This is an optimization exercise on Yosys and OpenROAD, whose aim is small area, a short achievable clock period and few clock cycles, not a production implementation.
Function was checked by simulation only, so behaviour that the tests miss may differ from the original.
Power and IR drop assume default switching activity.

== 08-10 ==
// sbse
module sbse (
    input  wire        clk,
    input  wire        rst,
    input  wire        go,
    input  wire [19:0] start,
    input  wire [19:0] stop,
    output wire        ready,
    output wire        done,
    output reg         err,
    output reg  [19:0] count,
    output reg  [39:0] sum
);
For scale: roughly 8300 cells after synthesis, ~0.075 mm^2 of cells after synthesis.
==> flow/config.mk <==
export PLATFORM = sky130hd
export DESIGN_NAME = sbse
export DESIGN_NICKNAME = sbse
export VERILOG_FILES = /design/flow/design.v
export SDC_FILE = /design/flow/constraint.sdc
export NUM_CORES = 4
export LEC_CHECK = 0
export CAP_MARGIN = 20
export CORE_MARGIN = 2
export CORE_UTILIZATION = 40
export PLACE_DENSITY = 0.6
export SLEW_MARGIN = 20
==> flow/constraint.sdc <==
create_clock -name core_clock -period 12.0 [get_ports {clk}]
set_input_delay 2.4000 -clock core_clock [delete_from_list [all_inputs] [get_ports {clk}]]
set_output_delay 2.4000 -clock core_clock [all_outputs]
set_load 0.01 [all_outputs]
standard.sh (not shown) runs the stock make flow with config.mk's settings and CLKGATE_MAP_FILE= SYNTH_SCRIPT=/design/flow/synth_recipe.tcl, a recipe that flattens the netlist after the stock synthesis.
==> flow/flow/run.sh <==
#!/bin/bash
# The standard layout (standard.sh), with the input and output port
# buffers chosen as sky130_fd_sc_hd__buf_4 instead of the resizer's default.
# The full make output goes to standard.log; ORFS keeps its per-step logs
# under orfs/logs.
set -euo pipefail
export BUFFER_PORTS_ARGS="-buffer_cell sky130_fd_sc_hd__buf_4"
bash standard.sh > standard.log 2>&1
Testbench counts of 08-10, summed over its fixed seeds: cycles 38,175.
Changes in 03-14 relative to 08-10:
--- a/flow/design.v
+++ b/flow/design.v
@@ -375,21 +375,22 @@
             rowA[k]  = inA  && (mA[7:4]  == k);
             colA[k]  = (mA[3:0]  == k);
             rowB[k]  = inB  && (mB[7:4]  == k);
             colB[k]  = (mB[3:0]  == k);
             rowA2[k] = inA2 && (mA2[7:4] == k);
             colA2[k] = (mA2[3:0] == k);
             rowB2[k] = inB2 && (mB2[7:4] == k);
             colB2[k] = (mB2[3:0] == k);
         end
     end
-    wire pipe_empty = !issuing && (dv == {(ND+1){1'b0}}) && !f1v && !f2v && !inA && !inB && !rd_on;
+    wire pipe_now   = !issuing && (dv == {(ND+1){1'b0}}) && !f1v && !f2v && !inA && !inB && !rd_on;
+    reg  pipe_empty;               
     reg        rv1, rv2, rv3, rv4, rv5;
     reg [4:0]  r2c;
     reg [7:0]  r2ci;
     reg [3:0]  r2par;
     reg [6:0]  rc3;
     reg        mbit, in_mul;
     reg [15:0] rm;
     reg [3:0]  q_ev, q_od, q_b1, q_b2, q_b3;
     reg [4:0]  rc;
     reg [9:0]  re_w;
@@ -814,40 +815,37 @@
         if (iss_ok) begin
             pi   <= pi1;
             pi1  <= pi1 + 8'd1;
             pend <= (pi1 == NPRIME);
         end
         if (rd_on) begin
             ridx   <= ridx + 4'd1;
             rd_len <= (rd_len[8:4] != 5'd0) ? rd_len - 9'd16 : 9'd0;
         end
         lastf <= ((state[S_MUL]) && mul_end) || (state[S_RANGE3] && emp);
+        pipe_empty <= pipe_now && !state[S_SEG] && !(state[S_SIEVE] && pipe_empty);
         err   <= bad;
-        if (!state[S_IDLE]) begin
-            count[5:0]   <= cnt_lo[5:0];
-            ccy          <= cnt_lo[6];
-            count[16:6]  <= count[16:6] + {10'd0, ccy};
-        end
+        count[5:0]   <= cnt_lo[5:0];
+        ccy          <= cnt_lo[6];
+        count[16:6]  <= count[16:6] + {10'd0, ccy};
         if (rv4)
             k48 <= k48 + {12'd0, rc3, 4'd0};
         if (in_mul)
             rx <= mbit ? {r_stop, r_start} : 40'd0;
         else if (rv4)
             rx <= {{16{1'b0}}, 14'd0, re_w} - {17'd0, k48};
         else
             rx <= 40'd0;
-        if (!state[S_IDLE]) begin
-            sum <= {sum_p3[10:1], sum_p2[10:1], sum_p1[10:1], sum_p0[9:0]};
-            sc1 <= sum_p0[10];
-            sc2 <= sum_p1[11];
-            sc3 <= sum_p2[11];
-        end
+        sum <= {sum_p3[10:1], sum_p2[10:1], sum_p1[10:1], sum_p0[9:0]};
+        sc1 <= sum_p0[10];
+        sc2 <= sum_p1[11];
+        sc3 <= sum_p2[11];
         case (1'b1)
         state[S_IDLE]: begin
             if (go) begin
                 r_start <= start;
                 r_stop  <= stop;
             end
         end
         state[S_CHECK]: begin
             rs   <= 2'd0;
             re   <= 2'd0;
[summary]
03-14 went all the way through the flow, and no timing, DRC or antenna check failed.
03-14 has more setup slack than 08-10.
03-14 against 08-10: final critical path time including I/O delays and setup lost 0.0099 ns, combinational cell fraction of total power picked up an extra 3.8 points, area after synthesis lost 0.37%, count of clock tree sinks neither gained nor lost much, overall power of the completed layout picked up an extra 8.9%.
Between 03-14 and 08-10, the part of the cycle the worst path needs figures differ only marginally.
03-14 vs 08-10 — global-route wire length before repair rose 0.84%.
As of 03-14, cell count had risen slightly compared to 08-10.
Against 08-10, 03-14 reports a smallest hold slack that is higher.
Testbench counts of 03-14, summed over its fixed seeds: cycles 38,439.

==> separate check: timing with driven ports <==
The flow's constraints put no driver on any port. The routed layouts listed below were extracted and timed again, unchanged, in two steps. Step 1, drivers: a clkbuf_16 drives clk and a buf_2 each remaining input, both assumed. Step 2, shift: input delay + t, output delay - t, t = (earliest + latest rising clock arrival at the registers) / 2. This alone moves slack from input paths to output paths. Three values: no drivers, after step 1, after step 2; two values: the first two.
run	t (ns)	setup slack, ns	worst register clock-pin slew, ns
08-10	0.879	8.075 / 7.982 / 8.059	0.07 / 0.07
03-14	0.882	8.085 / 7.995 / 7.253	0.06 / 0.06
After both steps setup and hold are still met in every run listed. The setup slack of 03-14, which loses most, moves by -0.090 ns with the drivers and by -0.832 ns with both steps.
